This is an optimization exercise on Yosys and OpenROAD, whose aim is small area, not a production implementation.
Where RTL was checked, it was by simulation tests only, not by an equivalence proof against the original.
No functional check of the RTL was part of run 5.
Power figures rest on the tool's default switching activity, not on a simulated workload.

<file path="config.mk">
export PLATFORM = sky130hd
export DESIGN_NAME = dso_ctrl
export DESIGN_NICKNAME = dso_ctrl
export VERILOG_FILES = /design/flow/design.v
export SDC_FILE = /design/flow/constraint.sdc
export NUM_CORES = 4
export LEC_CHECK = 0
export ABC_AREA = 1
export CAP_MARGIN = 20
export CORE_MARGIN = 2
export CORE_UTILIZATION = 40
export SLEW_MARGIN = 20
</file>
<file path="constraint.sdc">
create_clock -name core_clock -period 10.0 [get_ports {clk}]
set_input_delay 2.0000 -clock core_clock [delete_from_list [all_inputs] [get_ports {clk}]]
set_output_delay 2.0000 -clock core_clock [all_outputs]
set_load 0.01 [all_outputs]
</file>
<file path="design.v">
module dso_ctrl #(
    parameter SETTLE_CYCLES = 1000,    
    parameter MAX_SAMPLES   = 65535
) (
    input  wire       clk,
    input  wire       rst,           
    input  wire       rx_valid,
    input  wire [7:0] rx_data,
    output wire       rx_ready,
    output wire       tx_valid,
    output wire [7:0] tx_data,
    input  wire       tx_ready,
    output reg        baud_fast,     
    output wire       baud_init,     
    output wire       ref_cfg,       
    output wire [7:0] line_oe,
    output wire [7:0] line_out,
    input  wire       fill,
    input  wire [7:0] data_bus,
    output wire       spi_sck,
    output wire       spi_mosi,
    input  wire       spi_miso
);
    localparam [3:0]
        P_BOOT  = 4'd0,     
        P_FETCH = 4'd1,     
        P_PARAM = 4'd2,     
        P_VER   = 4'd3,     
        P_MUL   = 4'd4,     
        P_SPI   = 4'd5,     
        P_BAUD  = 4'd6,     
        P_CAPP  = 4'd7,     
        P_CAPW  = 4'd8,     
        P_ACK   = 4'd9,     
        P_XPOLL = 4'd10,    
        P_XCLK1 = 4'd11,    
        P_XCLK0 = 4'd12,    
        P_XSEND = 4'd13;    
    reg  [3:0]  ph;
    reg  [15:0] c;
    reg         edge_lvl;
    reg         sel0_oe, sel0_out, sel1_oe, sel1_out;
    wire boot  = (ph == P_BOOT);
    wire fetch = (ph == P_FETCH);
    wire param = (ph == P_PARAM);
    wire ver   = (ph == P_VER);
    wire mul   = (ph == P_MUL);
    wire spi   = (ph == P_SPI);
    wire baud  = (ph == P_BAUD);
    wire capp  = (ph == P_CAPP);
    wire capw  = (ph == P_CAPW);
    wire ack   = (ph == P_ACK);
    wire xpoll = (ph == P_XPOLL);
    wire xclk1 = (ph == P_XCLK1);
    wire xclk0 = (ph == P_XCLK0);
    wire xsend = (ph == P_XSEND);
    assign rx_ready = fetch | param | (capw & c[10]) | xpoll;
    assign tx_valid = ver | ack | xsend;
    wire stop_byte = rx_valid & (rx_data == 8'h6E);
    reg [7:0] ver_byte;
    always @(*) begin
        case (c[3:0])
            4'd0:  ver_byte = 8'h44;
            4'd1:  ver_byte = 8'h53;
            4'd2:  ver_byte = 8'h4F;
            4'd3:  ver_byte = 8'h20;
            4'd4:  ver_byte = 8'h56;
            4'd5:  ver_byte = 8'h65;
            4'd6:  ver_byte = 8'h72;
            4'd7:  ver_byte = 8'h73;
            4'd8:  ver_byte = 8'h69;
            4'd9:  ver_byte = 8'h6F;
            4'd10: ver_byte = 8'h6E;
            4'd11: ver_byte = 8'h20;
            4'd12: ver_byte = 8'h32;
            4'd13: ver_byte = 8'h2E;
            4'd14: ver_byte = 8'h30;
            default: ver_byte = 8'h0A;
        endcase
    end
    assign tx_data = xsend ? data_bus : ack ? 8'h43 : ver_byte;
    wire [3:0] bs = c[3:0];
    assign line_oe[0] = ~boot | (bs > 4'd0);
    assign line_oe[1] = ~boot | (bs > 4'd1);
    assign line_oe[2] = ~boot | (bs > 4'd2);
    assign line_oe[3] = ~boot | (bs > 4'd3);
    assign line_oe[4] = ~boot | (bs > 4'd4);
    assign line_oe[5] = sel0_oe;
    assign line_oe[6] = sel1_oe;
    assign line_oe[7] = ~boot | (bs > 4'd6);
    assign line_out[0] = capp & (c[1:0] == 2'd0);
    assign line_out[1] = capp & (c[1:0] == 2'd2) & c[13];    
    assign line_out[2] = xpoll | xclk1 | xclk0 | xsend;
    assign line_out[3] = xclk1;
    assign line_out[4] = edge_lvl;
    assign line_out[5] = sel0_out;
    assign line_out[6] = sel1_out;
    assign line_out[7] = ~spi & (~boot | (bs > 4'd5));
    assign ref_cfg   = boot & c[3];
    assign baud_init = baud;
    wire [15:0] dac_word = {4'b0011, c[15:8], 4'b0000};
    assign spi_mosi = dac_word[~c[4:1]];
    assign spi_sck  = spi & c[0];
    wire c_load = fetch | (param & rx_valid);
    wire c_clr  = capp & (c[1:0] == 2'd3);
    wire c_inc  = boot | mul | spi | capp | (capw & ~c[10]) | ((ver | xsend) & tx_ready);
    wire p_mul_ok = (rx_data == 8'h02) | (rx_data == 8'h04) | (rx_data == 8'h08);
    always @(posedge clk) begin
        if (rst) begin
            ph        <= P_BOOT;
            c         <= 16'd0;
            edge_lvl  <= 1'b0;
            baud_fast <= 1'b0;
            sel0_oe   <= 1'b0;
            sel0_out  <= 1'b0;
            sel1_oe   <= 1'b0;
            sel1_out  <= 1'b0;
        end else begin
            if (c_load)     c <= {rx_data, 8'h00};
            else if (c_clr) c <= 16'd0;
            else            c <= c + {15'd0, c_inc};
            case (ph)
                P_BOOT:  if (c[3]) ph <= P_BAUD;
                P_BAUD:  ph <= P_FETCH;
                P_FETCH: if (rx_valid) begin
                    case (rx_data)
                        8'h76:   ph <= P_VER;
                        8'h72,
                        8'h74,
                        8'h69:   ph <= P_PARAM;
                        8'h43,
                        8'h66:   ph <= P_CAPP;
                        8'h73:   ph <= P_XPOLL;
                        8'h42:   begin baud_fast <= ~baud_fast; ph <= P_BAUD; end
                        default: ph <= P_FETCH;
                    endcase
                end
                P_PARAM: if (rx_valid) begin
                    ph <= P_FETCH;
                    if (c[9]) begin                  
                        if (p_mul_ok) ph <= P_MUL;
                    end else if (c[10]) begin        
                        ph <= P_SPI;
                    end else begin                   
                        if (rx_data == 8'h72) edge_lvl <= 1'b0;
                        if (rx_data == 8'h66) edge_lvl <= 1'b1;
                    end
                end
                P_VER:   if (tx_ready && c[3:0] == 4'd15) ph <= P_FETCH;
                P_MUL: begin
                    case (c[1:0])
                        2'd0: if (c[9]) sel0_oe  <= 1'b0; else sel0_out <= c[11];
                        2'd1: if (c[9]) sel0_out <= 1'b0; else sel0_oe  <= 1'b1;
                        2'd2: if (c[9]) sel1_oe  <= 1'b0; else sel1_out <= c[11];
                        default: begin
                            if (c[9]) sel1_out <= 1'b0; else sel1_oe <= 1'b1;
                            ph <= P_FETCH;
                        end
                    endcase
                end
                P_SPI:   if (c[4:0] == 5'd31) ph <= P_FETCH;
                P_CAPP:  if (c[1:0] == 2'd3) ph <= P_CAPW;
                P_CAPW:  if (c[10] && (fill || stop_byte)) ph <= P_ACK;
                P_ACK:   if (tx_ready) ph <= P_FETCH;
                P_XPOLL: if (stop_byte || c == 16'h72FF) ph <= P_FETCH;
                         else ph <= P_XCLK1;
                P_XCLK1: ph <= P_XCLK0;
                P_XCLK0: ph <= P_XSEND;
                P_XSEND: if (tx_ready) ph <= P_XPOLL;
                default: ph <= P_FETCH;
            endcase
        end
    end
    wire unused_ok = &{1'b0, spi_miso};
endmodule
</file>
<file path="run.sh">
#!/bin/bash
# synth_recipe.tcl (not shown) runs the flow's synth.tcl, then flattens the netlist and writes it again
# the make line also repeats each setting of config.mk as NAME=value (left out here)
make -C /OpenROAD-flow-scripts/flow DESIGN_CONFIG=/design/flow/config.mk WORK_HOME=/design/flow/orfs CLKGATE_MAP_FILE= SYNTH_SCRIPT=/design/flow/synth_recipe.tcl finish
</file>
==> results of run 1 <==
-- metrics by stage --
stage                     hold WS, ps  power (uW)  instance area (um2)
final                             456         769                 3290
after global routing              485         835                 3290
after CTS                         461         774                 3290
after detailed placement          443         638                 3170
after global placement            434         638                 3170
after floorplan                   438         475                 2630
-- synth_stat cells (6+ instances only) --
| library cell | number | area (um2) |
|---|---|---|
| nor2_1 | 50 | 188 |
| a21oi_1 | 22 | 110 |
| o21ai_1 | 6 | 30.0 |
| nor3_1 | 7 | 35.0 |
| buf_4 | 7 | 52.6 |
| nor2_4 | 7 | 78.8 |
| nand3_1 | 26 | 130 |
| o21ai_0 | 12 | 60.1 |
| ha_1 | 8 | 100 |
| dfxtp_1 | 33 | 661 |
| inv_1 | 64 | 240 |
| nand2_4 | 8 | 90.1 |
| nand2_1 | 101 | 379 |
| nand4_1 | 8 | 50.1 |
-- power by group --
| part | switching (uW) | internal (uW) | leakage, uW |
|---|---|---|---|
| Sequential | 32.4 | 160 | 0.000269 |
| Clock | 59.6 | 74.7 | 0.0000543 |
| Combinational | 261 | 182 | 0.00109 |
| Total | 353 | 416 | 0.00142 |
-- worst max-delay path by stage --
stage / start / end / slack (ps) / cells after the start
3_3_place_gp: data_bus[4] / tx_data[4] / 4850 / 3
3_5_place_dp: data_bus[2] / tx_data[2] / 4830 / 3
2_1_floorplan: data_bus[2] / tx_data[2] / 5740 / 1
4_1_cts: data_bus[2] / tx_data[2] / 4830 / 3
5_1_grt: data_bus[7] / tx_data[7] / 4810 / 4
6_report: data_bus[2] / tx_data[2] / 4840 / 3
-- layer usage --
layer	wire, um	track usage (%)	part of all wire [%]	vias up
met2	3570	36.7	48	76
met1	3420	29.0	46	1263
li1	-	-	-	1454
met4	66	4.76	0.88	0
met5	0	0	0	-
met3	445	4.86	5.9	7
-- sequential cells by signal, indices dropped and copies added, names as in the netlist --
register	count
baud_fast	1
edge_lvl	1
c	16
sel1_oe	1
sel0_out	1
sel0_oe	1
ph	4
sel1_out	1
ver_byte	7
-- cells by family after synthesis --
group                    share of synthesized area (%)
AO/OA/AOI/OAI                                     16.4
XOR/XNOR                                          1.66
adder cells (fa/ha/maj)                           3.80
buffers and inverters                             12.9
flip-flops                                        25.1
AND/OR/NAND/NOR                                   40.1
-- cell type report --
type | count | area share, %
multi-input cells | 304 | 49.7
clock buffers | 5 | 2.09
inverters | 70 | 8.04
clock inverters | 3 | 1.41
flip-flops and latches | 33 | 20.1
repair buffers | 52 | 15.8
well taps | 77 | 2.93
-- worst register-to-register path: stages (launching register included) --
cell and delay, ps:
dfxtp_1 360, nor2_1 350, inv_2 100, nor2_4 210, inv_1 90, o2111ai_1 110
ha_1 210, ha_1 190, inv_1 50, nor2_1 250, nand3_1 200, nor2_1 170
nand2_1 90, o31ai_1 190, o21ai_0 90
==> impl_metrics.env, run 1 <==
export IMPL_num_rows=29
export IMPL_syn_cell_area_mm2=0.00263
export IMPL_path_delay_family="buffers and inverters"
export IMPL_period_share_pct=51.6
export IMPL_dr_total_vias=2800
export IMPL_cts_buffers=5
export IMPL_grt_antenna_before_repair=0
export IMPL_cpMostUsedCell="clkdlybuf4s50_1"
export IMPL_fmax_mhz=194
export IMPL_hp_class="reg2reg"
export IMPL_final_seq_area_um2=661
export IMPL_fin_skew_ps=13.3
export IMPL_htree_levels=2
export IMPL_ys_ff_latch=33
export IMPL_nets=496
export IMPL_clk_path_buf_depth=2
export IMPL_antennaDiodeCount=0
export IMPL_fin_tns_setup_ps=0
export IMPL_r2r_end="c[14]"
export IMPL_rr_worst_depth=14
export IMPL_area_growth_pct=24.8
export IMPL_r2r_setup_slack_ps=7250
export IMPL_grt_overflow=0
export IMPL_fin_ws_ps=4840
export IMPL_avgViaCountPerCell=5.15
export IMPL_drt_pass1_iterations=4
export IMPL_start_util_pct=41.5
export IMPL_outcome="complete, no violations"
export IMPL_cts_resized=0
export IMPL_routedWlPerCell_um=13.8
export IMPL_clock_latency_ps=310
export IMPL_max_slew_worst_pin_slew_ps=534
export IMPL_rsz0062_at_grt="false"
export IMPL_drc=0
export IMPL_whs_endpoint="baud_fast"
export IMPL_grt_pass1_wl_um=12900
export IMPL_clk_pin_slew_ps=80
export IMPL_die_y_um=85.1
export IMPL_wl_um=7510
export IMPL_synthFlopType="dfxtp_1"
export IMPL_async_flop_share_pct=0
export IMPL_cp_num_buf_inv=2
export IMPL_ios=53
export IMPL_min_period_ps=5160
export IMPL_cp_max_fo=1
export IMPL_cp_arrival_ps=3160
export IMPL_synth_edf_count=0
export IMPL_slowest_delay_ps=530
export IMPL_cts_setup_buffers=0
export IMPL_grt_pass1_vias=2761
export IMPL_gp_congestion=0.937
export IMPL_io_buffers=51
export IMPL_fp_dieW_um=85.1
export IMPL_place_hpwl_um=5950
export IMPL_cp_end_kind="output pin"
export IMPL_synth_cell_types=41
export IMPL_route_antenna_remaining_nets=0
export IMPL_placedCellCount=536
export IMPL_root_buffer="clkbuf_8"
export IMPL_finalMaxSlewViolations=0
export IMPL_numClockSinks=33
export IMPL_syn_nets=448
export IMPL_nFillCells=677
export IMPL_core_mm2=0.00635
export IMPL_hold_viol_final=0
export IMPL_yosys_warnings=1
export IMPL_synth_avg_cell_area_um2=6.30
export IMPL_start_kind="input pin"
export IMPL_power_density_mw_per_mm2=234
export IMPL_setup_viol=0
export IMPL_place_ws_ps=4830
export IMPL_drv_cap=0
export IMPL_grt_max_degree=16
export IMPL_crit_type="in2out"
export IMPL_min_delay_path_depth=1
export IMPL_syn_inst=418
export IMPL_cts_tree="yes"
export IMPL_crit_slowest_cell="clkdlybuf4s50_1"
export IMPL_final_core_util_pct=51.7
export IMPL_synth_seq_area_share_pct=25.1
export IMPL_drive_above_1_share_pct=8.99
export IMPL_p_leak_uw=0.00142
export IMPL_cts_hold_buf=0
export IMPL_path_cells="clkdlybuf4s50_1 -> a32o_1 -> clkdlybuf4s50_1"
export IMPL_layout_common_cells="nand2_1, inv_1, clkdlybuf4s50_1"
export IMPL_multi_input_area_mm2=0.00163
export IMPL_die_area_mm2=0.00725
export IMPL_relSlewSlack_pct=64.3
export IMPL_required_ps=8000
export IMPL_instances_no_fill=544
export IMPL_hp_start="baud_fast"
export IMPL_final_common_cell="nand2_1"
export IMPL_reg2reg_from="ph[0]"
export IMPL_ir_drop_uv=111
export IMPL_first_iter_violations=145
export IMPL_grt_total_usage_pct=22.0
==> run 2: changes to the inputs <==
==> flow/run.sh (new file) <==
#!/bin/bash
set -euo pipefail
bash standard.sh \
  "BUFFER_PORTS_ARGS=-buffer_cell sky130_fd_sc_hd__buf_1" \
  "CTS_ARGS=-sink_clustering_enable -repair_clock_nets -dont_use_dummy_load -buf_list {sky130_fd_sc_hd__clkbuf_4}" \
  finish > standard_flow.log 2>&1
==> standard.sh (new file) <==
#!/bin/bash
# synth_recipe.tcl (not shown) runs the flow's synth.tcl, then flattens the netlist and writes it again
# the make line also repeats each setting of config.mk as NAME=value (left out here)
make -C /OpenROAD-flow-scripts/flow DESIGN_CONFIG=/design/flow/config.mk WORK_HOME=/design/flow/orfs CLKGATE_MAP_FILE= SYNTH_SCRIPT=/design/flow/synth_recipe.tcl "${@:-finish}"
removed: run.sh
==> impl_metrics.env, run 2 <==
export IMPL_cp_max_fo=1
export IMPL_synth_avg_cell_area_um2=6.30
export IMPL_startpoint="data_bus[2]"
export IMPL_cts_setup_buffers=0
export IMPL_avgViaCountPerCell=5.14
export IMPL_nets=496
export IMPL_clock_latency_ps=350
export IMPL_start_util_pct=41.5
export IMPL_route_antenna_remaining_nets=0
export IMPL_grt_max_degree=16
export IMPL_synth_edf_count=0
export IMPL_grt_pass1_vias=2657
export IMPL_final_common_cell="nand2_1"
export IMPL_crit_type="in2out"
export IMPL_ys_ff_latch=33
export IMPL_pwr_share_comb_pct=59.6
export IMPL_fin_skew_ps=30.3
export IMPL_async_flop_share_pct=0
export IMPL_start_kind="input pin"
export IMPL_holdWs_ps=452
export IMPL_finalMaxSlewViolations=0
export IMPL_yosys_warnings=1
export IMPL_fmax_mhz=226
export IMPL_synthFlopType="dfxtp_1"
export IMPL_pwr_share_clk_pct=10.7
export IMPL_p_seq_share_pct=29.7
export IMPL_outcome="complete, no violations"
export IMPL_fin_tns_setup_ps=0
export IMPL_grt_overflow=0
export IMPL_cts_tree="yes"
export IMPL_yosys_area_top_type="dfxtp_1"
export IMPL_die_y_um=85.1
export IMPL_syn_cell_area_mm2=0.00263
export IMPL_num_rows=29
export IMPL_drc=0
export IMPL_period_share_pct=44.2
export IMPL_io_buffers=51
export IMPL_required_ps=8000
export IMPL_fp_dieW_um=85.1
export IMPL_p_sw_share_pct=52.2
export IMPL_syn_nets=448
export IMPL_setup_viol=0
export IMPL_gp_congestion=0.890
export IMPL_reg2reg_from="ph[1]"
export IMPL_p_leak_uw=0.00126
export IMPL_nFillCells=705
export IMPL_drive_above_1_share_pct=8.41
export IMPL_antennaDiodeCount=0
export IMPL_syn_inst=418
export IMPL_synth_area_leaders="dfxtp_1, nand2_1, inv_1, nor2_1, nand3_1"
export IMPL_hp_start="baud_fast"
export IMPL_area_growth_pct=9.74
export IMPL_largest_register="c"
export IMPL_grt_total_usage_pct=21.2
export IMPL_die_area_mm2=0.00725
export IMPL_synth_seq_area_share_pct=25.1
export IMPL_layout_common_cells="nand2_1, inv_1, buf_1"
export IMPL_synth_top_cell_area_share_pct=25.1
export IMPL_cp_arrival_ps=2420
export IMPL_cts_hold_buf=0
export IMPL_cp_end_kind="output pin"
export IMPL_ys_top_cells_by_count="nand2_1, inv_1, nor2_1"
export IMPL_clk_path_buf_depth=2
export IMPL_first_iter_violations=160
export IMPL_synth_cell_types=41
export IMPL_clk_pin_slew_ps=80
export IMPL_htree_levels=2
export IMPL_place_hpwl_um=5820
export IMPL_hold_viol_final=0
export IMPL_largest_reg_flops=16
export IMPL_wl_um=7240
export IMPL_power_density_mw_per_mm2=224
export IMPL_root_buffer="clkbuf_4"
export IMPL_max_slew_worst_pin_slew_ps=536
export IMPL_ios=53
export IMPL_ir_drop_uv=132
export IMPL_cts_resized=0
export IMPL_numClockSinks=33
export IMPL_dr_total_vias=2779
export IMPL_drv_cap=0
export IMPL_power_switching_uw=338
export IMPL_synth_most_common_cell="nand2_1"
export IMPL_min_period_ps=4420
export IMPL_rsz0062_at_grt="false"
export IMPL_internal_power_uw=309
export IMPL_core_mm2=0.00635
export IMPL_relSlewSlack_pct=64.2
export IMPL_hp_class="reg2reg"
export IMPL_grt_pass1_wl_um=12400
export IMPL_grt_antenna_before_repair=0
export IMPL_drt_pass1_iterations=6
export IMPL_routedWlPerCell_um=13.4
export IMPL_cts_buffers=5
==> run 2: path summary, 6_finish.rpt <==
kind / end / slack [ps] / cells past startpoint
setup / recovery: tx_data[2] / 5580 / 3
hold / removal: baud_fast / 450 / 1
setup reg to reg: c[14] / 7200 / 14
hold reg to reg: baud_fast / 450 / 1
==> run 2: stage by stage <==
stage	worst slack (ps)	cells	cell area (um2)	utilization, %	total power (uW)
after floorplan	5740	418	2630	-	475
after global placement	5580	536	2850	44.9	577
after detailed placement	5580	536	2850	44.9	581
after CTS	5580	541	2890	45.5	652
after global routing	5530	541	2890	45.5	710
final	5580	541	2890	45.5	646
==> run 2: layout make-up <==
cell class              instances  area, um2  area share, %
well taps                      77       96.3           3.33
repair buffers                 52        199           6.89
inverters                      70        264           9.14
flip-flops and latches         33        661           22.9
clock buffers                   5       37.5           1.30
multi-input cells             304       1630           56.5
==> run 2: critical path, cell delays in order <==
cell and delay (ps):
buf_1 70, a32o_1 230, buf_1 120
==> run 2: cell families (layout without fill, tap and decap cells) <==
logic type      Yosys count  in the layout  synth area share [%]
simple gates            222            222                  40.1
buf+inv                  81            127                  12.9
fa+ha+maj                 8              8                  3.80
xor+xnor                  5              5                  1.66
compound gates           69             69                  16.4
flops                    33             33                  25.1
==> run 2: power by group through the flow <==
stage / logic [uW] / registers [uW] / clock network (uW)
final: 385 / 192 / 69.0
after global routing: 436 / 197 / 77.3
after CTS: 389 / 192 / 71.6
after detailed placement: 388 / 194 / 0
after global placement: 383 / 194 / 0
after floorplan: 297 / 179 / 0
==> run 2: metal layers <==
| layer | global-route usage [%] | part of all wire [%] | up-vias |
|---|---|---|---|
| li1 | - | - | 1454 |
| met1 | 28.0 | 45 | 1242 |
| met2 | 35.4 | 47 | 75 |
| met3 | 4.18 | 6.1 | 8 |
| met4 | 5.48 | 1.1 | 0 |
| met5 | 0 | 0 | - |
==> run 3: changes to the inputs <==
==> flow/run.sh (replaced) <==
#!/bin/bash
set -euo pipefail
bash standard.sh \
  "BUFFER_PORTS_ARGS=-buffer_cell sky130_fd_sc_hd__buf_1" \
  "CTS_ARGS=-sink_clustering_enable -repair_clock_nets -dont_use_dummy_load -buf_list {sky130_fd_sc_hd__clkbuf_8}" \
  finish > standard_flow.log 2>&1
==> impl_metrics.env, run 3 <==
export IMPL_outcome="complete, no violations"
export IMPL_num_rows=29
export IMPL_synth_area_leaders="dfxtp_1, nand2_1, inv_1, nor2_1, nand3_1"
export IMPL_power_density_mw_per_mm2=231
export IMPL_whs_endpoint="baud_fast"
export IMPL_cp_end_kind="output pin"
export IMPL_instances_no_fill=541
export IMPL_internal_power_uw=330
export IMPL_grt_pass1_vias=2656
export IMPL_synth_seq_area_share_pct=25.1
export IMPL_cts_tree="yes"
export IMPL_ys_top_cells_by_count="nand2_1, inv_1, nor2_1"
export IMPL_ys_ff_latch=33
export IMPL_cts_buffers=5
export IMPL_min_delay_path_depth=1
export IMPL_grt_antenna_before_repair=0
export IMPL_crit_type="in2out"
export IMPL_cpMostUsedCell="buf_1"
export IMPL_io_buffers=51
export IMPL_ios=53
export IMPL_synth_most_common_cell="nand2_1"
export IMPL_layout_common_cells="nand2_1, inv_1, buf_1"
export IMPL_r2r_end="c[14]"
export IMPL_drc=0
export IMPL_async_flop_share_pct=0
export IMPL_p_sw_share_pct=51.0
export IMPL_synth_top_cell_area_share_pct=25.1
export IMPL_syn_inst=418
export IMPL_yosys_area_top_type="dfxtp_1"
export IMPL_ir_drop_uv=145
export IMPL_area_growth_pct=10.9
export IMPL_cp_arrival_ps=2420
export IMPL_die_area_mm2=0.00725
export IMPL_cts_resized=0
export IMPL_max_slew_worst_pin_slew_ps=588
export IMPL_grt_max_degree=16
export IMPL_drive_above_1_share_pct=8.41
export IMPL_slowest_delay_ps=230
export IMPL_antennaDiodeCount=0
export IMPL_rsz0062_at_grt="false"
export IMPL_r2r_setup_slack_ps=7170
export IMPL_fmax_mhz=226
export IMPL_clock_latency_ps=290
export IMPL_path_cells="buf_1 -> a32o_1 -> buf_1"
export IMPL_grt_overflow=0
export IMPL_root_buffer="clkbuf_8"
export IMPL_clk_pin_slew_ps=60
export IMPL_largest_reg_flops=16
export IMPL_routedWlPerCell_um=13.5
export IMPL_die_y_um=85.1
export IMPL_rr_worst_depth=14
export IMPL_setup_viol=0
export IMPL_report_power_total_uw=674
export IMPL_syn_cell_area_mm2=0.00263
export IMPL_min_period_ps=4420
export IMPL_avgViaCountPerCell=5.17
export IMPL_numClockSinks=33
export IMPL_drv_cap=0
export IMPL_synth_cell_types=41
export IMPL_p_seq_share_pct=28.6
export IMPL_core_mm2=0.00635
export IMPL_nets=496
export IMPL_final_common_cell="nand2_1"
export IMPL_htree_levels=2
export IMPL_hp_start="baud_fast"
export IMPL_first_iter_violations=155
export IMPL_synthFlopType="dfxtp_1"
export IMPL_required_ps=8000
export IMPL_largest_register="c"
export IMPL_wl_um=7290
export IMPL_synth_edf_count=0
export IMPL_placedCellCount=536
export IMPL_pwr_share_comb_pct=57.6
export IMPL_cp_max_fo=1
export IMPL_fin_tns_setup_ps=0
export IMPL_cts_setup_buffers=0
export IMPL_cts_hold_buf=0
export IMPL_holdWs_ps=448
export IMPL_clk_path_buf_depth=2
export IMPL_power_switching_uw=344
export IMPL_hold_viol_final=0
export IMPL_finalMaxSlewViolations=0
export IMPL_grt_total_usage_pct=21.0
export IMPL_fp_dieW_um=85.1
export IMPL_place_hpwl_um=5820
export IMPL_drt_pass1_iterations=4
export IMPL_syn_nets=448
export IMPL_relSlewSlack_pct=60.7
export IMPL_grt_pass1_wl_um=12400
export IMPL_period_share_pct=44.2
export IMPL_synth_avg_cell_area_um2=6.30
export IMPL_start_util_pct=41.5
export IMPL_reg2reg_from="ph[1]"
export IMPL_gp_congestion=0.890
export IMPL_p_leak_uw=0.00127
export IMPL_start_kind="input pin"
export IMPL_yosys_warnings=1
export IMPL_pwr_share_clk_pct=13.7
export IMPL_fin_skew_ps=19.2
export IMPL_crit_slowest_cell="a32o_1"
export IMPL_route_antenna_remaining_nets=0
export IMPL_hp_class="reg2reg"
export IMPL_dr_total_vias=2797
[run 3: cell counts after synthesis]
No cell type changed its count.
[run 3: worst max path at each step]
| stage | start | endpoint | slack, ps | cells past startpoint |
|---|---|---|---|---|
| final | data_bus[4] | tx_data[4] | 5580 | 3 |
| after global routing | data_bus[3] | tx_data[3] | 5530 | 3 |
| after CTS | data_bus[2] | tx_data[2] | 5580 | 3 |
| after detailed placement | data_bus[2] | tx_data[2] | 5580 | 3 |
| after global placement | data_bus[4] | tx_data[4] | 5580 | 3 |
| after floorplan | data_bus[2] | tx_data[2] | 5740 | 1 |
[run 3: final cells by class]
type | instances | area [um2]
Fill cell | 706 | 3430
Inverter | 70 | 264
Multi-Input combinational cell | 304 | 1630
Clock buffer | 5 | 68.8
Timing Repair Buffer | 52 | 199
Tap cell | 77 | 96.3
Sequential cell | 33 | 661
[run 3: power groups by stage]
stage | Combinational [uW] | Sequential [uW] | Clock (uW)
floorplan | 297 | 179 | 0
global placement | 383 | 194 | 0
detailed placement | 388 | 194 | 0
CTS | 390 | 192 | 95.4
global route | 437 | 197 | 99.9
finish | 388 | 193 | 92.5
[run 3: critical path, delay by kind of cell]
| family | cells | cell delay (ps) |
|---|---|---|
| buffers and inverters | 2 | 190 |
| AOI/OAI and AO/OA | 1 | 230 |
[run 3: through the flow]
stage / worst slack (ps) / cell area [um2] / util [%]
3_3_place_gp: 5580 / 2850 / 44.9
2_1_floorplan: 5740 / 2630 / -
4_1_cts: 5580 / 2920 / 46.0
3_5_place_dp: 5580 / 2850 / 44.9
5_1_grt: 5530 / 2920 / 46.0
6_report: 5580 / 2920 / 46.0
[run 3: kinds of logic after synthesis]
| group | Yosys count | synth area share [%] |
|---|---|---|
| xor+xnor | 5 | 1.66 |
| compound gates | 69 | 16.4 |
| simple gates | 222 | 40.1 |
| buf+inv | 81 | 12.9 |
| fa+ha+maj | 8 | 3.80 |
| flops | 33 | 25.1 |
[run 3: metal layers]
layer	up-vias	wire, um	global-route usage (%)
met2	69	3420	35.2
met5	-	0	0
met4	0	85	4.91
li1	1452	-	-
met3	12	342	4.18
met1	1264	3440	27.9
==> run 4: changes to the inputs <==
==> flow/run.sh (replaced) <==
#!/bin/bash
# The standard layout, with three changes: combinational cells that
# synthesis sized up are set back to the smallest size before floorplan,
# the ports get the smallest buffer, and the clock tree has no dummy loads.
# Each tool's output goes to a log file of its own here.
set -euo pipefail
ARGS=("BUFFER_PORTS_ARGS=-buffer_cell sky130_fd_sc_hd__buf_1"
      "CTS_ARGS=-sink_clustering_enable -repair_clock_nets -dont_use_dummy_load -buf_list {sky130_fd_sc_hd__clkbuf_8}")
bash standard.sh "${ARGS[@]}" synth > synth.log 2>&1
export RESULTS=$PWD/orfs/results/$FLOW_PLATFORM/dso_ctrl/base
openroad -no_init -exit flow/downsize.tcl > downsize.log 2>&1
bash standard.sh "${ARGS[@]}" finish > standard_flow.log 2>&1
==> flow/downsize.tcl (new file) <==
# Replace each combinational cell that synthesis sized up by the same
# function at drive strength 1 (or 0); the placement-stage repair sizes
# up again only what slew, capacitance or timing need. Registers keep
# the cells synthesis gave them.
set odb $::env(RESULTS)/1_synth.odb
read_liberty $::env(FLOW_HOME)/platforms/sky130hd/lib/sky130_fd_sc_hd__tt_025C_1v80.lib
read_db $odb
set db [ord::get_db]
set n 0
foreach inst [[ord::get_db_block] getInsts] {
  set m [[$inst getMaster] getName]
  if {![regexp {^(sky130_fd_sc_hd__[a-z0-9]+)_([0-9]+)$} $m -> base sz]} { continue }
  if {$sz <= 1} { continue }
  if {[regexp {__(df|edf|sdf|dl|sedf|clk)} $base]} { continue }
  foreach cand [list ${base}_1 ${base}_0] {
    if {[$db findMaster $cand] ne "NULL"} {
      if {[catch {replace_cell [$inst getName] $cand} err]} {
        puts "skip [$inst getName] $m -> $cand: $err"
      } else {
        puts "downsize [$inst getName] $m -> $cand"
        incr n
      }
      break
    }
  }
}
puts "downsized $n cells"
write_db $odb
==> impl_metrics.env, run 4 <==
export IMPL_cp_end_kind="output pin"
export IMPL_fmax_mhz=226
export IMPL_numClockSinks=33
export IMPL_grt_pass1_vias=2502
export IMPL_layout_common_cells="nand2_1, inv_1, nor2_1"
export IMPL_syn_cell_area_mm2=0.00245
export IMPL_synth_avg_cell_area_um2=5.85
export IMPL_drv_cap=0
export IMPL_wl_um=7230
export IMPL_antennaDiodeCount=0
export IMPL_htree_levels=2
export IMPL_fin_skew_ps=8.67
export IMPL_cts_resized=0
export IMPL_die_y_um=82.2
export IMPL_placedCellCount=534
export IMPL_crit_type="in2out"
export IMPL_routedWlPerCell_um=13.4
export IMPL_root_buffer="clkbuf_8"
export IMPL_fp_dieW_um=82.2
export IMPL_final_seq_area_um2=661
export IMPL_rsz0062_at_grt="false"
export IMPL_drive_above_1_share_pct=1.51
export IMPL_min_period_ps=4430
export IMPL_p_sw_share_pct=50.0
export IMPL_period_share_pct=44.3
export IMPL_cp_arrival_ps=2430
export IMPL_grt_total_usage_pct=22.7
export IMPL_die_area_mm2=0.00676
export IMPL_pwr_share_comb_pct=55.3
export IMPL_cts_buffers=5
export IMPL_core_mm2=0.00592
export IMPL_grt_overflow=0
export IMPL_holdWs_ps=451
export IMPL_avgViaCountPerCell=5.17
export IMPL_gp_congestion=0.967
export IMPL_yosys_warnings=1
export IMPL_route_antenna_remaining_nets=0
export IMPL_start_kind="input pin"
export IMPL_max_slew_worst_pin_slew_ps=631
export IMPL_drt_pass1_iterations=4
export IMPL_instances_no_fill=539
export IMPL_final_common_cell="nand2_1"
export IMPL_cp_max_fo=1
export IMPL_first_iter_violations=186
export IMPL_hold_viol_final=0
export IMPL_num_rows=28
export IMPL_relSlewSlack_pct=57.8
export IMPL_internal_power_uw=316
export IMPL_grt_antenna_before_repair=0
export IMPL_hp_class="reg2reg"
export IMPL_syn_inst=418
export IMPL_outcome="complete, no violations"
export IMPL_area_growth_pct=13.1
export IMPL_clk_path_buf_depth=2
export IMPL_start_util_pct=41.3
export IMPL_required_ps=8000
export IMPL_fin_tns_setup_ps=0
export IMPL_drc=0
export IMPL_cts_hold_buf=0
export IMPL_cts_setup_buffers=0
export IMPL_dr_total_vias=2788
export IMPL_grt_max_degree=16
export IMPL_p_seq_share_pct=29.8
export IMPL_cts_tree="yes"
export IMPL_p_leak_uw=0.00121
export IMPL_clk_pin_slew_ps=70
export IMPL_grt_pass1_wl_um=11700
export IMPL_multi_input_area_mm2=0.00148
export IMPL_place_hpwl_um=5670
export IMPL_syn_nets=448
export IMPL_io_buffers=51
export IMPL_ir_drop_uv=114
export IMPL_power_switching_uw=317
export IMPL_power_density_mw_per_mm2=229
export IMPL_ios=53
export IMPL_nets=496
export IMPL_nFillCells=679
export IMPL_largest_register="c"
export IMPL_pwr_share_clk_pct=14.9
export IMPL_largest_reg_flops=16
export IMPL_finalMaxSlewViolations=0
export IMPL_setup_viol=0
export IMPL_clock_latency_ps=290
==> run 4: final cells by class <==
type	instances	area share (%)
multi-input cells	304	53.5
well taps	75	3.39
clock buffers	5	2.49
inverters	70	9.54
flip-flops and latches	33	23.9
repair buffers	52	7.19
==> run 4: power groups by stage <==
stage,Sequential [uW],Combinational (uW),Clock [uW]
floorplan,176,257,0
global placement,190,347,0
detailed placement,190,350,0
CTS,188,351,96.7
global route,192,402,102
finish,189,350,94.3
==> run 4: stage by stage <==
stage | cell area, um2 | setup WS, ps | utilization, % | power [uW]
floorplan | 2450 | 5740 | - | 433
global placement | 2700 | 5570 | 45.6 | 537
detailed placement | 2700 | 5570 | 45.6 | 540
CTS | 2770 | 5570 | 46.7 | 636
global route | 2770 | 5530 | 46.7 | 696
finish | 2770 | 5570 | 46.7 | 633
==> run 4: worst max-delay path, stage by stage <==
cell,delay (ps)
buf_1,80
a32o_1,230
buf_1,120
==> run 4: metal layers <==
metal | global-route usage [%] | vias up | part of all wire [%]
met5 | 0 | - | 0
met4 | 5.83 | 0 | 1.0
met3 | 4.24 | 7 | 6.1
met2 | 38.1 | 106 | 46
met1 | 29.7 | 1236 | 47
li1 | - | 1439 | -
==> run 4: path summary, 6_finish.rpt <==
kind,start,to,slack (ps),depth (start not counted)
max,data_bus[5],tx_data[5],5570,3
min,baud_fast,baud_fast,450,1
max reg2reg,ph[0],c[14],6890,14
min reg2reg,baud_fast,baud_fast,450,1
==> run 5: changes to the inputs <==
--- a/design.v
+++ b/design.v
@@ -31,7 +31,6 @@
         P_BAUD  = 4'd6,     
         P_CAPP  = 4'd7,     
         P_CAPW  = 4'd8,     
-        P_ACK   = 4'd9,     
         P_XPOLL = 4'd10,    
         P_XCLK1 = 4'd11,    
         P_XCLK0 = 4'd12,    
@@ -49,17 +48,17 @@
     wire baud  = (ph == P_BAUD);
     wire capp  = (ph == P_CAPP);
     wire capw  = (ph == P_CAPW);
-    wire ack   = (ph == P_ACK);
     wire xpoll = (ph == P_XPOLL);
     wire xclk1 = (ph == P_XCLK1);
     wire xclk0 = (ph == P_XCLK0);
     wire xsend = (ph == P_XSEND);
-    assign rx_ready = fetch | param | (capw & c[10]) | xpoll;
-    assign tx_valid = ver | ack | xsend;
+    assign rx_ready = fetch | param | (capw & c[11]) | xpoll;
+    assign tx_valid = ver | xsend;
     wire stop_byte = rx_valid & (rx_data == 8'h6E);
     reg [7:0] ver_byte;
     always @(*) begin
-        case (c[3:0])
+        if (c[11]) ver_byte = 8'h43;
+        else case (c[3:0])
             4'd0:  ver_byte = 8'h44;
             4'd1:  ver_byte = 8'h53;
             4'd2:  ver_byte = 8'h4F;
@@ -78,7 +77,7 @@
             default: ver_byte = 8'h0A;
         endcase
     end
-    assign tx_data = xsend ? data_bus : ack ? 8'h43 : ver_byte;
+    assign tx_data = xsend ? data_bus : ver_byte;
     wire [3:0] bs = c[3:0];
     assign line_oe[0] = ~boot | (bs > 4'd0);
     assign line_oe[1] = ~boot | (bs > 4'd1);
@@ -102,8 +101,15 @@
     assign spi_mosi = dac_word[~c[4:1]];
     assign spi_sck  = spi & c[0];
     wire c_load = fetch | (param & rx_valid);
-    wire c_clr  = capp & (c[1:0] == 2'd3);
-    wire c_inc  = boot | mul | spi | capp | (capw & ~c[10]) | ((ver | xsend) & tx_ready);
+    wire c_set  = capp & (c[1:0] == 2'd3);      
+    wire c_inc  = boot | mul | spi | capp | (capw & ~c[11]) | ((ver | xsend) & tx_ready);
+    wire [16:0] cy;
+    assign cy[0] = c_inc;
+    genvar gi;
+    generate for (gi = 0; gi < 16; gi = gi + 1) begin : g_inc
+        assign cy[gi+1] = cy[gi] & c[gi];
+    end endgenerate
+    wire [15:0] c_nxt = c ^ cy[15:0];
     wire p_mul_ok = (rx_data == 8'h02) | (rx_data == 8'h04) | (rx_data == 8'h08);
     always @(posedge clk) begin
         if (rst) begin
@@ -117,8 +123,8 @@
             sel1_out  <= 1'b0;
         end else begin
             if (c_load)     c <= {rx_data, 8'h00};
-            else if (c_clr) c <= 16'd0;
-            else            c <= c + {15'd0, c_inc};
+            else if (c_set) c <= {c[15:11], 11'h100};
+            else            c <= c_nxt;
             case (ph)
                 P_BOOT:  if (c[3]) ph <= P_BAUD;
                 P_BAUD:  ph <= P_FETCH;
@@ -146,7 +152,7 @@
                         if (rx_data == 8'h66) edge_lvl <= 1'b1;
                     end
                 end
-                P_VER:   if (tx_ready && c[3:0] == 4'd15) ph <= P_FETCH;
+                P_VER:   if (tx_ready && (c[11] || c[3:0] == 4'd15)) ph <= P_FETCH;
                 P_MUL: begin
                     case (c[1:0])
                         2'd0: if (c[9]) sel0_oe  <= 1'b0; else sel0_out <= c[11];
@@ -160,8 +166,7 @@
                 end
                 P_SPI:   if (c[4:0] == 5'd31) ph <= P_FETCH;
                 P_CAPP:  if (c[1:0] == 2'd3) ph <= P_CAPW;
-                P_CAPW:  if (c[10] && (fill || stop_byte)) ph <= P_ACK;
-                P_ACK:   if (tx_ready) ph <= P_FETCH;
+                P_CAPW:  if (c[11] && (fill || stop_byte)) ph <= P_VER;
                 P_XPOLL: if (stop_byte || c == 16'h72FF) ph <= P_FETCH;
                          else ph <= P_XCLK1;
                 P_XCLK1: ph <= P_XCLK0;
==> flow/run.sh (replaced) <==
#!/bin/bash
# The standard layout (standard.sh), with these changes:
# - synthesis maps the logic with an area-oriented ABC script (flow/synth.tcl,
#   flow/abc.script); the registers are the standard synthesis's;
# - combinational cells that synthesis sized up are set back to the smallest
#   size before floorplan (flow/downsize.tcl); placement repair sizes up
#   again what slew, capacitance or timing need;
# - the ports get the smallest buffer, sky130_fd_sc_hd__buf_1;
# - the clock tree has no dummy loads.
# Each tool's output goes to a log file of its own here.
set -euo pipefail
export OWN_ABC_SCRIPT=$PWD/flow/abc.script
ARGS=("SYNTH_SCRIPT=$PWD/flow/synth.tcl"
      "BUFFER_PORTS_ARGS=-buffer_cell sky130_fd_sc_hd__buf_1"
      "CTS_ARGS=-sink_clustering_enable -repair_clock_nets -dont_use_dummy_load -buf_list {sky130_fd_sc_hd__clkbuf_8}")
bash standard.sh "${ARGS[@]}" synth > synth.log 2>&1
export RESULTS=$PWD/orfs/results/$FLOW_PLATFORM/dso_ctrl/base
openroad -no_init -exit flow/downsize.tcl > downsize.log 2>&1
bash standard.sh "${ARGS[@]}" finish > standard_flow.log 2>&1
==> flow/abc.script (new file) <==
strash
dch -f
amap
topo
==> flow/synth.tcl (new file) <==
# The standard synthesis script (synth_recipe.tcl), with one change: the
# technology mapping step runs ABC with flow/abc.script, an area-oriented
# script, in place of ORFS's. Registers, their names and cells are as in the
# standard synthesis; only the combinational mapping differs.
proc synth {args} { yosys synth -nofsm -noshare {*}$args }
proc abc {args} {
  set i [lsearch -exact $args -script]
  if {$i >= 0} { lset args [expr {$i + 1}] $::env(OWN_ABC_SCRIPT) }
  yosys abc {*}$args
}
source $::env(SCRIPTS_DIR)/synth.tcl
# left out here: clear keep_hierarchy, flatten, clean up, hide names made inside functions, write 1_2_yosys.v
==> impl_metrics.env, run 5 <==
export IMPL_htree_levels=2
export IMPL_hp_class="reg2reg"
export IMPL_fp_dieW_um=78.2
export IMPL_area_growth_pct=15.2
export IMPL_nets=396
export IMPL_p_leak_uw=0.000929
export IMPL_ios=53
export IMPL_drc=0
export IMPL_synth_avg_cell_area_um2=7.32
export IMPL_pwr_share_comb_pct=56.7
export IMPL_final_common_cell="nor2_1"
export IMPL_fmax_mhz=191
export IMPL_io_buffers=51
export IMPL_met1_usage_pct=27.5
export IMPL_finalMaxSlewViolations=0
export IMPL_dr_total_vias=2308
export IMPL_route_antenna_remaining_nets=0
export IMPL_wl_um=6140
export IMPL_min_delay_path_depth=1
export IMPL_required_ps=10200
export IMPL_p_sw_share_pct=48.3
export IMPL_start_util_pct=40.8
export IMPL_root_buffer="clkbuf_8"
export IMPL_syn_inst=301
export IMPL_internal_power_uw=342
export IMPL_slowest_delay_ps=280
export IMPL_period_share_pct=52.3
export IMPL_yosys_warnings=1
export IMPL_grt_total_usage_pct=20.6
export IMPL_drv_cap=0
export IMPL_grt_antenna_before_repair=0
export IMPL_max_slew_worst_pin_slew_ps=840
export IMPL_r2r_end="c[14]"
export IMPL_antennaDiodeCount=0
export IMPL_num_rows=27
export IMPL_syn_cell_area_mm2=0.00220
export IMPL_fin_tns_setup_ps=0
export IMPL_grtUsageMet2_pct=35.3
export IMPL_avgViaCountPerCell=5.46
export IMPL_power_density_mw_per_mm2=261
export IMPL_top_usage_layer="met2"
export IMPL_syn_nets=344
export IMPL_crit_slowest_cell="a211o_1"
export IMPL_hp_start="baud_fast"
export IMPL_cp_num_buf_inv=1
export IMPL_grt_pass1_wl_um=10100
export IMPL_hold_viol_final=0
export IMPL_cpMostUsedCell="ha_1"
export IMPL_min_period_ps=5230
export IMPL_whs_endpoint="baud_fast"
export IMPL_clk_path_buf_depth=2
export IMPL_cts_hold_buf=0
export IMPL_numClockSinks=33
export IMPL_die_area_mm2=0.00612
export IMPL_clock_latency_ps=280
export IMPL_path_cells="buf_1 -> a211o_1 -> ha_1 -> ha_1 -> ha_1 -> ha_1 -> ha_1 -> ha_1 -> ha_1 -> ha_1 -> ha_1 -> ha_1 -> ha_1 -> ha_1 -> ha_1 -> ha_1 -> ha_1 -> nand2_1 -> a31oi_1"
export IMPL_crit_type="in2reg"
export IMPL_reg2reg_from="ph[1]"
export IMPL_ir_drop_uv=151
export IMPL_die_y_um=78.2
export IMPL_place_ws_ps=4460
export IMPL_first_iter_violations=139
export IMPL_pwr_share_clk_pct=13.7
export IMPL_routedWlPerCell_um=14.5
export IMPL_rr_worst_depth=24
export IMPL_p_seq_share_pct=29.5
export IMPL_holdWs_ps=464
export IMPL_grt_util_met3_pct=2.87
export IMPL_r2r_setup_slack_ps=5330
export IMPL_start_kind="input pin"
export IMPL_outcome="complete, no violations"
export IMPL_cp_max_fo=3
export IMPL_relSlewSlack_pct=44.0
export IMPL_cts_resized=0
export IMPL_grt_max_degree=18
export IMPL_core_mm2=0.00541
export IMPL_cp_end_kind="register"
export IMPL_fin_ws_ps=4770
export IMPL_gp_congestion=0.920
export IMPL_report_power_total_uw=662
export IMPL_drive_above_1_share_pct=1.99
export IMPL_layout_common_cells="nor2_1, buf_1, clkinv_1"
export IMPL_cts_setup_buffers=0
export IMPL_cp_arrival_ps=5430
export IMPL_clk_pin_slew_ps=60
export IMPL_rsz0062_at_grt="false"
export IMPL_setup_viol=0
export IMPL_cts_tree="yes"
export IMPL_fin_skew_ps=13.3
export IMPL_path_delay_family="adder cells"
export IMPL_grt_overflow=0
export IMPL_drt_pass1_iterations=4
export IMPL_cts_buffers=5
export IMPL_power_switching_uw=320
export IMPL_place_hpwl_um=4820
export IMPL_grt_pass1_vias=2154
[run 5: cell type report]
type	count	area, um2
fillers	605	2870
multi-input cells	221	1370
flip-flops and latches	33	661
repair buffers	53	206
inverters	39	146
well taps	72	90.1
clock buffers	5	68.8
[run 5: worst reg2reg max path, delay by kind of cell, from the launching register on]
family	cells	cell delay [ps]
flip-flops	1	390
adder cells (fa/ha/maj)	15	2820
AO/OA/AOI/OAI	3	710
AND/OR/NAND/NOR	3	190
buffers and inverters	3	500
[run 5: power by group through the flow]
stage               sequential [uW]  clock (uW)  combinational, uW
global route                    200        99.3                426
global placement                197           0                373
finish                          196        90.9                376
CTS                             195        94.6                375
detailed placement              198           0                372
floorplan                       187           0                275
[run 5: worst max-delay path by stage]
stage | start | end | slack, ps | depth (start not counted)
floorplan | tx_ready | c[14] | 4840 | 18
detailed placement | tx_ready | c[15] | 4460 | 19
global placement | tx_ready | c[14] | 4500 | 19
CTS | tx_ready | c[14] | 4760 | 19
global route | tx_ready | c[15] | 4500 | 19
finish | tx_ready | c[14] | 4770 | 19
[run 5: per-layer routing]
layer | part of all wire [%] | vias to the layer above
met3 | 3.4 | 4
met5 | 0 | -
met2 | 47 | 35
met4 | 0.72 | 0
li1 | - | 1200
met1 | 49 | 1069
[run 5: through the flow]
| stage | std cells | instance area, um2 | util (%) |
|---|---|---|---|
| floorplan | 301 | 2200 | - |
| global placement | 418 | 2470 | 45.7 |
| detailed placement | 418 | 2470 | 45.7 |
| CTS | 423 | 2540 | 47.0 |
| global route | 423 | 2540 | 47.0 |
| finish | 423 | 2540 | 47.0 |
==> run 6: changes to the inputs <==
--- a/design.v
+++ b/design.v
@@ -55,28 +55,10 @@
     assign rx_ready = fetch | param | (capw & c[11]) | xpoll;
     assign tx_valid = ver | xsend;
     wire stop_byte = rx_valid & (rx_data == 8'h6E);
-    reg [7:0] ver_byte;
-    always @(*) begin
-        if (c[11]) ver_byte = 8'h43;
-        else case (c[3:0])
-            4'd0:  ver_byte = 8'h44;
-            4'd1:  ver_byte = 8'h53;
-            4'd2:  ver_byte = 8'h4F;
-            4'd3:  ver_byte = 8'h20;
-            4'd4:  ver_byte = 8'h56;
-            4'd5:  ver_byte = 8'h65;
-            4'd6:  ver_byte = 8'h72;
-            4'd7:  ver_byte = 8'h73;
-            4'd8:  ver_byte = 8'h69;
-            4'd9:  ver_byte = 8'h6F;
-            4'd10: ver_byte = 8'h6E;
-            4'd11: ver_byte = 8'h20;
-            4'd12: ver_byte = 8'h32;
-            4'd13: ver_byte = 8'h2E;
-            4'd14: ver_byte = 8'h30;
-            default: ver_byte = 8'h0A;
-        endcase
-    end
+    localparam [127:0] VER_STR = {
+        8'h0A, 8'h30, 8'h2E, 8'h32, 8'h20, 8'h6E, 8'h6F, 8'h69,
+        8'h73, 8'h72, 8'h65, 8'h56, 8'h20, 8'h4F, 8'h53, 8'h44};
+    wire [7:0] ver_byte = c[11] ? 8'h43 : VER_STR[{c[3:0], 3'b000} +: 8];
     assign tx_data = xsend ? data_bus : ver_byte;
     wire [3:0] bs = c[3:0];
     assign line_oe[0] = ~boot | (bs > 4'd0);
==> impl_metrics.env, run 6 <==
export IMPL_outcome="complete, no violations"
export IMPL_final_core_util_pct=48.4
export IMPL_required_ps=10210
export IMPL_startpoint="tx_ready"
export IMPL_dr_wl_met2_um=2600
export IMPL_core_mm2=0.00482
export IMPL_start_util_pct=42.2
export IMPL_relSlewSlack_pct=45.6
export IMPL_numClockSinks=26
export IMPL_htree_levels=1
export IMPL_place_hpwl_um=4530
export IMPL_largest_register="c"
export IMPL_clk_path_buf_depth=2
export IMPL_power_density_mw_per_mm2=238
export IMPL_hold_viol_final=0
export IMPL_fin_tns_setup_ps=0
export IMPL_drt_pass1_iterations=4
export IMPL_drv_cap=0
export IMPL_highest_layer="met4"
export IMPL_clock_latency_ps=270
export IMPL_fp_dieW_um=75.3
export IMPL_ir_drop_uv=88.0
export IMPL_nets=393
export IMPL_grt_max_degree=19
export IMPL_cts_hold_buf=0
export IMPL_area_growth_pct=14.8
export IMPL_die_area_mm2=0.00566
export IMPL_num_rows=25
export IMPL_antennaDiodeCount=0
export IMPL_first_iter_violations=218
export IMPL_holdWs_ps=454
export IMPL_grt_total_usage_pct=22.0
export IMPL_finalMaxSlewViolations=0
export IMPL_yosys_warnings=1
export IMPL_crit_type="in2reg"
export IMPL_drc=0
export IMPL_grt_pass1_wl_um=9670
export IMPL_crit_slowest_cell="a211o_1"
export IMPL_hp_start="baud_fast"
export IMPL_path_delay_family="adder cells"
export IMPL_cp_end_kind="register"
export IMPL_synth_avg_cell_area_um2=6.77
export IMPL_io_buffers=51
export IMPL_grt_overflow=0
export IMPL_grt_pass1_vias=2012
export IMPL_nFillCells=533
export IMPL_clk_pin_slew_ps=100
export IMPL_root_buffer="clkbuf_8"
export IMPL_rsz0062_at_grt="false"
export IMPL_grt_antenna_before_repair=0
export IMPL_syn_nets=342
export IMPL_gp_congestion=0.955
export IMPL_period_share_pct=52.1
export IMPL_path_cells="buf_1 -> a211o_1 -> ha_1 -> ha_1 -> ha_1 -> ha_1 -> ha_1 -> ha_1 -> ha_1 -> ha_1 -> ha_1 -> ha_1 -> ha_1 -> ha_1 -> ha_1 -> ha_1 -> ha_1 -> nand3_1 -> a31oi_1"
export IMPL_max_slew_worst_pin_slew_ps=810
export IMPL_fin_skew_ps=6.60
export IMPL_cts_resized=0
export IMPL_wl_met1_um=2900
export IMPL_fmax_mhz=192
export IMPL_reg2reg_from="ph[3]"
export IMPL_min_period_ps=5210
export IMPL_syn_inst=300
export IMPL_layout_common_cells="nor2_1, buf_1, nand2_1"
export IMPL_cts_setup_buffers=0
export IMPL_syn_cell_area_mm2=0.00203
export IMPL_setup_viol=0
export IMPL_cts_buffers=3
export IMPL_cp_max_fo=3
export IMPL_start_kind="input pin"
export IMPL_slowest_delay_ps=260
export IMPL_largest_reg_flops=16
export IMPL_drive_above_1_share_pct=1.15
export IMPL_final_common_cell="nor2_1"
export IMPL_p_leak_uw=0.000872
export IMPL_routedWlPerCell_um=14.1
export IMPL_hp_class="reg2reg"
export IMPL_cts_tree="yes"
export IMPL_route_antenna_remaining_nets=0
export IMPL_die_y_um=75.3
export IMPL_cp_arrival_ps=5420
export IMPL_ios=53
export IMPL_cpMostUsedCell="ha_1"
export IMPL_avgViaCountPerCell=5.40
export IMPL_cp_num_buf_inv=1
export IMPL_wl_um=5870
export IMPL_route_met3_wl_um=330
export IMPL_dr_total_vias=2245
## run 6: worst paths after layout
path / end / slack, ps / depth (start not counted)
max: c[14] / 4790 / 19
max reg2reg: c[15] / 5280 / 23
min reg2reg: baud_fast / 450 / 1
min: baud_fast / 450 / 1
## run 6: cell type report
type	instances	area (um2)	share of cell area (%)
multi-input combinational	235	1360	58.5
sequential	26	520	22.3
inverter	33	124	5.31
clock buffer	3	41.3	1.77
timing repair buffer	52	199	8.53
tap	67	83.8	3.59
## run 6: power by group
group	total, uW	switching, uW	internal, uW
Sequential	150	28.0	122
Combinational	342	220	122
Clock	62.6	35.5	27.1
Total	555	284	271
## run 6: worst register-to-register path: stages, from the launching register on
cell and delay, ps:
dfxtp_1 400, clkinv_1 150, nor3_1 700, clkinv_1 520
o21ai_0 280, a211o_1 180, ha_1 160, ha_1 150
ha_1 140, ha_1 140, ha_1 140, ha_1 150
ha_1 140, ha_1 140, ha_1 140, ha_1 140
ha_1 140, ha_1 150, ha_1 150, ha_1 140
ha_1 150, nand2_1 50, o21ai_0 70, o22ai_1 80
## run 6: per-layer routing
metal / up-vias / global-route usage [%]
li1: 1174 / -
met2: 80 / 35.6
met1: 987 / 31.7
met3: 4 / 2.14
met4: 0 / 4.87
met5: - / 0
## run 6: per-stage QoR
step	area, um2	cells	setup WS, ps	power, uW
final	2330	416	4790	555
after global routing	2330	416	4580	614
after CTS	2330	416	4770	555
after detailed placement	2290	413	4500	492
after global placement	2290	413	4480	492
after floorplan	2030	300	4820	390
==> run 7: changes to the inputs <==
--- a/design.v
+++ b/design.v
@@ -38,7 +38,7 @@
     reg  [3:0]  ph;
     reg  [15:0] c;
     reg         edge_lvl;
-    reg         sel0_oe, sel0_out, sel1_oe, sel1_out;
+    reg         sel_oe, sel_out;    
     wire boot  = (ph == P_BOOT);
     wire fetch = (ph == P_FETCH);
     wire param = (ph == P_PARAM);
@@ -66,24 +66,30 @@
     assign line_oe[2] = ~boot | (bs > 4'd2);
     assign line_oe[3] = ~boot | (bs > 4'd3);
     assign line_oe[4] = ~boot | (bs > 4'd4);
-    assign line_oe[5] = sel0_oe;
-    assign line_oe[6] = sel1_oe;
+    wire s0_first  = mul;                        
+    wire s0_second = mul & (c[1:0] != 2'd0);     
+    wire s1_first  = mul & c[1];
+    wire s1_second = mul & (c[1:0] == 2'd3);
+    assign line_oe[5] = s0_second ? ~c[13] : s0_first ? (sel_oe & ~c[13]) : sel_oe;
+    assign line_oe[6] = s1_second ? ~c[13] : s1_first ? (sel_oe & ~c[13]) : sel_oe;
     assign line_oe[7] = ~boot | (bs > 4'd6);
     assign line_out[0] = capp & (c[1:0] == 2'd0);
-    assign line_out[1] = capp & (c[1:0] == 2'd2) & c[13];    
+    assign line_out[1] = capp & (c[1:0] == 2'd2) & c[15];    
     assign line_out[2] = xpoll | xclk1 | xclk0 | xsend;
     assign line_out[3] = xclk1;
     assign line_out[4] = edge_lvl;
-    assign line_out[5] = sel0_out;
-    assign line_out[6] = sel1_out;
+    assign line_out[5] = s0_second ? c[9] : s0_first ? (c[13] ? sel_out : c[9]) : sel_out;
+    assign line_out[6] = s1_second ? c[9] : s1_first ? (c[13] ? sel_out : c[9]) : sel_out;
     assign line_out[7] = ~spi & (~boot | (bs > 4'd5));
     assign ref_cfg   = boot & c[3];
     assign baud_init = baud;
-    wire [15:0] dac_word = {4'b0011, c[15:8], 4'b0000};
+    wire [7:0]  p_byte   = {c[11], c[8], c[15], c[10], c[9], c[14], c[13], c[12]};
+    wire [15:0] dac_word = {4'b0011, p_byte, 4'b0000};
     assign spi_mosi = dac_word[~c[4:1]];
     assign spi_sck  = spi & c[0];
     wire c_load = fetch | (param & rx_valid);
-    wire c_set  = capp & (c[1:0] == 2'd3);      
+    wire [7:0] rx_perm = {rx_data[5], rx_data[2], rx_data[1], rx_data[0],
+                          rx_data[7], rx_data[4], rx_data[3], rx_data[6]};
     wire c_inc  = boot | mul | spi | capp | (capw & ~c[11]) | ((ver | xsend) & tx_ready);
     wire [16:0] cy;
     assign cy[0] = c_inc;
@@ -99,13 +105,10 @@
             c         <= 16'd0;
             edge_lvl  <= 1'b0;
             baud_fast <= 1'b0;
-            sel0_oe   <= 1'b0;
-            sel0_out  <= 1'b0;
-            sel1_oe   <= 1'b0;
-            sel1_out  <= 1'b0;
+            sel_oe    <= 1'b0;
+            sel_out   <= 1'b0;
         end else begin
-            if (c_load)     c <= {rx_data, 8'h00};
-            else if (c_set) c <= {c[15:11], 11'h100};
+            if (c_load)     c <= {rx_perm, 8'h00};
             else            c <= c_nxt;
             case (ph)
                 P_BOOT:  if (c[3]) ph <= P_BAUD;
@@ -125,9 +128,9 @@
                 end
                 P_PARAM: if (rx_valid) begin
                     ph <= P_FETCH;
-                    if (c[9]) begin                  
+                    if (c[13]) begin                 
                         if (p_mul_ok) ph <= P_MUL;
-                    end else if (c[10]) begin        
+                    end else if (c[14]) begin        
                         ph <= P_SPI;
                     end else begin                   
                         if (rx_data == 8'h72) edge_lvl <= 1'b0;
@@ -135,21 +138,15 @@
                     end
                 end
                 P_VER:   if (tx_ready && (c[11] || c[3:0] == 4'd15)) ph <= P_FETCH;
-                P_MUL: begin
-                    case (c[1:0])
-                        2'd0: if (c[9]) sel0_oe  <= 1'b0; else sel0_out <= c[11];
-                        2'd1: if (c[9]) sel0_out <= 1'b0; else sel0_oe  <= 1'b1;
-                        2'd2: if (c[9]) sel1_oe  <= 1'b0; else sel1_out <= c[11];
-                        default: begin
-                            if (c[9]) sel1_out <= 1'b0; else sel1_oe <= 1'b1;
-                            ph <= P_FETCH;
-                        end
-                    endcase
+                P_MUL: if (c[1:0] == 2'd3) begin
+                    sel_oe  <= ~c[13];
+                    sel_out <= c[9];
+                    ph      <= P_FETCH;
                 end
                 P_SPI:   if (c[4:0] == 5'd31) ph <= P_FETCH;
                 P_CAPP:  if (c[1:0] == 2'd3) ph <= P_CAPW;
                 P_CAPW:  if (c[11] && (fill || stop_byte)) ph <= P_VER;
-                P_XPOLL: if (stop_byte || c == 16'h72FF) ph <= P_FETCH;
+                P_XPOLL: if (stop_byte || c == 16'hB4FF) ph <= P_FETCH;
                          else ph <= P_XCLK1;
                 P_XCLK1: ph <= P_XCLK0;
                 P_XCLK0: ph <= P_XSEND;
==> impl_metrics.env, run 7 <==
export IMPL_outcome="complete, no violations"
export IMPL_fin_skew_ps=4.39
export IMPL_synth_most_common_cell="nor2_1"
export IMPL_final_common_cell="nor2_1"
export IMPL_wl_um=5340
export IMPL_multi_input_area_mm2=0.00130
export IMPL_cp_end_kind="register"
export IMPL_syn_nets=314
export IMPL_finalMaxSlewViolations=0
export IMPL_crit_type="in2reg"
export IMPL_instances_no_fill=380
export IMPL_layout_common_cells="nor2_1, buf_1, clkinv_1"
export IMPL_fin_tns_setup_ps=0
export IMPL_yosys_area_mm2=0.00193
export IMPL_numClockSinks=24
export IMPL_yosys_area_top_type="dfxtp_1"
export IMPL_syn_cell_area_mm2=0.00192
export IMPL_gp_congestion=0.884
export IMPL_cts_setup_buffers=0
export IMPL_drive_above_1_share_pct=1.53
export IMPL_synth_area_leaders="dfxtp_1, ha_1, nor2_1, clkinv_1, o21ai_0"
export IMPL_first_iter_violations=165
export IMPL_start_kind="input pin"
export IMPL_ir_drop_uv=91.2
export IMPL_relSlewSlack_pct=56.0
export IMPL_synth_cell_types=37
export IMPL_nets=370
export IMPL_ys_top_cells_by_count="nor2_1, clkinv_1, dfxtp_1"
export IMPL_grt_overflow=0
export IMPL_async_flop_share_pct=0
export IMPL_max_slew_worst_pin_slew_ps=655
export IMPL_required_ps=10150
export IMPL_final_seq_area_um2=480
export IMPL_cts_tree="yes"
export IMPL_largest_reg_flops=16
export IMPL_dr_total_vias=2130
export IMPL_synth_avg_cell_area_um2=7.07
export IMPL_cp_max_fo=2
export IMPL_largest_register="c"
export IMPL_clk_pin_slew_ps=80
export IMPL_hp_class="reg2reg"
export IMPL_cts_buffers=3
export IMPL_avgViaCountPerCell=5.61
export IMPL_clk_path_buf_depth=2
export IMPL_syn_inst=272
export IMPL_drv_cap=0
export IMPL_routedWlPerCell_um=14.0
export IMPL_start_util_pct=41.0
export IMPL_cts_hold_buf=0
export IMPL_route_antenna_remaining_nets=0
export IMPL_root_buffer="clkbuf_8"
export IMPL_synth_top_cell_area_share_pct=24.9
export IMPL_hold_viol_final=0
export IMPL_drc=0
export IMPL_drt_pass1_iterations=4
export IMPL_fp_dieW_um=73.3
export IMPL_clock_latency_ps=260
export IMPL_ios=53
export IMPL_grt_pass1_vias=1851
export IMPL_setup_viol=0
export IMPL_io_buffers=51
export IMPL_die_y_um=73.3
export IMPL_antennaDiodeCount=0
export IMPL_placedCellCount=377
export IMPL_period_share_pct=52.3
export IMPL_core_mm2=0.00469
export IMPL_cts_resized=0
export IMPL_synthFlopType="dfxtp_1"
export IMPL_rsz0062_at_grt="false"
export IMPL_grt_pass1_wl_um=8760
export IMPL_area_growth_pct=16.0
export IMPL_grt_total_usage_pct=20.4
export IMPL_grt_max_degree=18
export IMPL_place_hpwl_um=4340
export IMPL_synth_edf_count=0
export IMPL_p_leak_uw=0.000855
export IMPL_min_period_ps=5230
export IMPL_cp_arrival_ps=5380
export IMPL_grt_antenna_before_repair=0
export IMPL_ys_ff_latch=24
export IMPL_num_rows=25
export IMPL_htree_levels=1
export IMPL_yosys_warnings=1
export IMPL_synth_seq_area_share_pct=24.9
export IMPL_die_area_mm2=0.00538
export IMPL_fmax_mhz=191
export IMPL_power_density_mw_per_mm2=251
export IMPL_nFillCells=510
run 7: path summary, 6_finish.rpt:
path | start | to | slack [ps] | cells past startpoint
worst max-delay path | tx_ready | c[15] | 4770 | 22
worst min-delay path | baud_fast | baud_fast | 450 | 1
worst max register to register | ph[0] | c[15] | 5110 | 26
worst min register to register | baud_fast | baud_fast | 450 | 1
run 7: metrics by stage:
stage	hold WS [ps]	utilization, %	cell area (um2)	setup WS [ps]	total power [uW]
5_1_grt	496	47.5	2230	4510	618
3_5_place_dp	452	46.7	2190	4460	507
2_1_floorplan	473	-	1920	4850	393
4_1_cts	462	47.5	2230	4740	565
6_report	453	47.5	2230	4770	561
3_3_place_gp	436	46.7	2190	4470	508
run 7: cell families (layout without fill, tap and decap cells):
logic type | Yosys count | count (layout) | synth area share [%]
buffers and inverters | 37 | 91 | 7.58
adders and majority gates | 20 | 20 | 13.0
DFF | 24 | 24 | 24.9
and+or+nand+nor | 119 | 119 | 28.3
AOI/OAI and AO/OA | 72 | 72 | 26.2
run 7: area by class of cell:
cell class	count	share of cell area [%]
Inverter	35	5.89
Multi-Input combinational cell	211	58.4
Sequential cell	24	21.5
Tap cell	54	3.03
Clock buffer	3	1.85
Timing Repair Buffer	53	9.25
run 7: routing by layer:
| layer | wire length, um | part of all wire [%] | vias to the layer above | track usage (%) |
|---|---|---|---|---|
| met5 | 0 | 0 | - | 0 |
| met4 | 13 | 0.24 | 0 | 3.64 |
| met3 | 293 | 5.5 | 2 | 1.92 |
| met2 | 2290 | 43 | 69 | 32.2 |
| met1 | 2740 | 51 | 949 | 30.6 |
| li1 | - | - | 1110 | - |
run 7: power by group:
group | total (uW) | internal [uW] | switching, uW
logic | 351 | 134 | 217
clock network | 56.1 | 26.9 | 29.2
registers | 154 | 119 | 34.6
run 7: worst max-delay path: stages:
cell       delay, ps
buf_1             80
nand2_1           60
o2111ai_1        160
ha_1             240
ha_1             180
ha_1             180
ha_1             180
ha_1             190
ha_1             180
ha_1             180
ha_1             180
ha_1             180
ha_1             180
ha_1             180
ha_1             170
ha_1             170
ha_1             180
ha_1             190
nand2_1           60
o21ai_0           70
o22ai_1          140
nor2_1            60

## what the ideal ports hide
The flow's constraints put no driver on any port. The routed layouts listed below were extracted and timed again, unchanged, in two steps. Step 1, drivers: a clkbuf_16 drives clk and a buf_2 each remaining input, both assumed. Step 2 times the ports against the registers' clock, not the clock port: input delays grow and output delays shrink by t, the midpoint of the rising clock arrivals with the driver on. Slacks: no drivers / after step 1 / after step 2; pairs: no drivers / after step 1.
run | t, ns | slack for setup (ns) | worst register clock-pin slew, ns
run 1 | 0.330 | 4.839 / 4.815 / 4.815 | 0.09 / 0.09
run 2 | 0.362 | 5.577 / 5.555 / 5.555 | 0.12 / 0.12
run 3 | 0.309 | 5.575 / 5.553 / 5.553 | 0.08 / 0.08
run 4 | 0.312 | 5.567 / 5.543 / 5.543 | 0.07 / 0.07
run 5 | 0.303 | 4.771 / 4.779 / 4.476 | 0.07 / 0.07
run 6 | 0.297 | 4.792 / 4.787 / 4.490 | 0.10 / 0.10
run 7 | 0.282 | 4.766 / 4.762 / 4.479 | 0.08 / 0.08
After both steps setup and hold are still met in every run listed. For run 6, which loses most, drivers alone change the setup slack by -0.005 ns; drivers and shift together by -0.302 ns.
